Source: an optimization exercise on an open RTL-to-GDS flow (aim: a short achievable clock period and few clock cycles). Production flows keep margins and buffers that such runs may drop.
In this exercise RTL edits were held to simulation tests only and were not proved equivalent to the original.
Power is estimated from default activity; no workload was simulated.

==> flow/design.v (excerpt) <==
module bvm_core (
    input  wire        clk,
    input  wire        rst,           
    input  wire [12:0] prog_limit,    
    input  wire [15:0] max_steps,     
    output wire        mem_req,
    output wire        mem_we,
    output wire [11:0] mem_addr,
    output wire [7:0]  mem_wdata,
    input  wire        mem_ready,
    input  wire [7:0]  mem_rdata,
    input  wire [3:0]  dbg_addr,
    output wire [7:0]  dbg_data,
    output reg  [2:0]  status,        
    output reg  [15:0] pc,
    output reg  [15:0] last_pc,
    output reg  [31:0] last_word,
    output reg  [15:0] steps,
    output reg  [16:0] fault_addr,
    output reg         dz_valid,
    output reg  [15:0] dz_pc
);
    localparam ST_RUN = 3'd0, ST_HALT = 3'd1, ST_UNK = 3'd2, ST_OOB = 3'd3, ST_CEIL = 3'd4;
    localparam K_FETCH = 1'b0, K_LOAD = 1'b1;
    localparam DIB = 5;
    localparam DTW = 10 - DIB;        
    localparam NDL = 1 << DIB;
    reg [7:0] regs [0:15];
    assign dbg_data = regs[dbg_addr];
    reg [12:0] lim;           
  ...
Size: roughly 19000 cells after synthesis.
Settings: LEC_CHECK=0, ABC_CLOCK_PERIOD_IN_PS=3000, CAP_MARGIN=20, CORE_MARGIN=2, CORE_UTILIZATION=40, SLEW_MARGIN=20; clock period 14.0 ns.
standard.sh (not shown) runs the stock make flow with config.mk's settings and CLKGATE_MAP_FILE= SYNTH_SCRIPT=/design/flow/synth_recipe.tcl, a recipe that flattens the netlist after the stock synthesis.
==> flow/flow/run.sh <==
#!/bin/bash
# Standard ORFS layout (the standard.sh), with timing repair aiming below the clock
# period. The repair before placement is skipped.
set -o pipefail
bash standard.sh SETUP_SLACK_MARGIN=5.6 REMOVE_ABC_BUFFERS=1 \
    SKIP_LAST_GASP=1 finish > layout_make.log 2>&1
Testbench counts at the start, summed over its fixed seeds: cycles 53,660.
==> next run, changes <==
==> flow/run.sh (new file) <==
#!/bin/bash
# synth_recipe.tcl (not shown) runs the flow's synth.tcl, then flattens the netlist and writes it again
# the make line also repeats each setting of config.mk as NAME=value (left out here)
make -C /OpenROAD-flow-scripts/flow DESIGN_CONFIG=/design/flow/config.mk WORK_HOME=/design/flow/orfs CLKGATE_MAP_FILE= SYNTH_SCRIPT=/design/flow/synth_recipe.tcl finish
--- a/flow/config.mk
+++ b/flow/config.mk
@@ -7,6 +7,7 @@
 export LEC_CHECK = 0
-export ABC_CLOCK_PERIOD_IN_PS = 3000
+export ABC_CLOCK_PERIOD_IN_PS = 5000
 export CAP_MARGIN = 20
 export CORE_MARGIN = 2
-export CORE_UTILIZATION = 40
+export CORE_UTILIZATION = 55
+export SETUP_SLACK_MARGIN = 5
 export SLEW_MARGIN = 20
removed: flow/flow/run.sh
removed: flow/standard.sh
Routed wire length came out lower by 5.5%.
Synthesized area stays the same.
Setup slack loses 0.80 ns.
Sequential power stays flat.
Power came out lower by 4.4%.
Global-route usage rose by 11 points.
==> next run, changes <==
==> flow/flow/run.sh (new file) <==
#!/bin/bash
# Standard ORFS layout (the standard.sh), with timing repair aiming below the clock
# period. The repair before placement is skipped.
set -o pipefail
bash standard.sh SETUP_SLACK_MARGIN=6.0 REMOVE_ABC_BUFFERS=1 \
    SKIP_LAST_GASP=1 finish > layout_make.log 2>&1
==> flow/standard.sh (new file) <==
#!/bin/bash
# synth_recipe.tcl (not shown) runs the flow's synth.tcl, then flattens the netlist and writes it again
# the make line also repeats each setting of config.mk as NAME=value (left out here)
make -C /OpenROAD-flow-scripts/flow DESIGN_CONFIG=/design/flow/config.mk WORK_HOME=/design/flow/orfs CLKGATE_MAP_FILE= SYNTH_SCRIPT=/design/flow/synth_recipe.tcl "${@:-finish}"
--- a/flow/config.mk
+++ b/flow/config.mk
@@ -7,7 +7,6 @@
 export LEC_CHECK = 0
-export ABC_CLOCK_PERIOD_IN_PS = 5000
+export ABC_CLOCK_PERIOD_IN_PS = 3000
 export CAP_MARGIN = 20
 export CORE_MARGIN = 2
-export CORE_UTILIZATION = 55
-export SETUP_SLACK_MARGIN = 5
+export CORE_UTILIZATION = 40
 export SLEW_MARGIN = 20
removed: flow/run.sh
=> The new run finished but failed the layout checks on max-capacitance violations, max-slew violations; routed wire length goes up by about 8%; synthesized area stays the same; maximum frequency goes up by about 11%; register-to-register slack improved by 0.96 ns; worst hold slack improved by 0.0043 ns; die area goes up by about 37%; cell area goes up by about 8%; power goes up by 5.2%; non-clock buffer count goes up by 642.

## port drivers added, routing unchanged
The results above use ideal ports. As a check the final layouts listed here were re-extracted and re-timed, cells and wires unchanged. Step 1 (the two cells are an assumption about what drives the block):
set clk [get_ports {clk}]
set_driving_cell -lib_cell sky130_fd_sc_hd__clkbuf_16 $clk
set_driving_cell -lib_cell sky130_fd_sc_hd__buf_2 [delete_from_list [all_inputs] $clk]
Step 2 also shifts input and output timing later by t, the mid clock arrival at the registers, as if the neighbouring blocks saw the same clock. Slacks: no drivers / after step 1 / after step 2; pairs: no drivers / after step 1.
| run | shift t [ns] | slack for setup (ns) | hold WS [ns] | worst setup path at the end | pins driven straight from the clock port |
|---|---|---|---|---|---|
| the first run | 1.224 | 5.316 / 5.316 / 4.776 | 0.449 / 0.449 / 0.449 | input to register | 1 |
| the second run | 1.203 | 4.519 / 4.519 / 4.519 | 0.447 / 0.447 / 0.447 | register to register | 1 |
| the third run | 1.230 | 5.476 / 5.476 / 4.851 | 0.452 / 0.452 / 0.452 | input to register | 1 |
The setup slack of the third run, which loses most, moves by 0.000 ns with the drivers and by -0.625 ns with both steps.
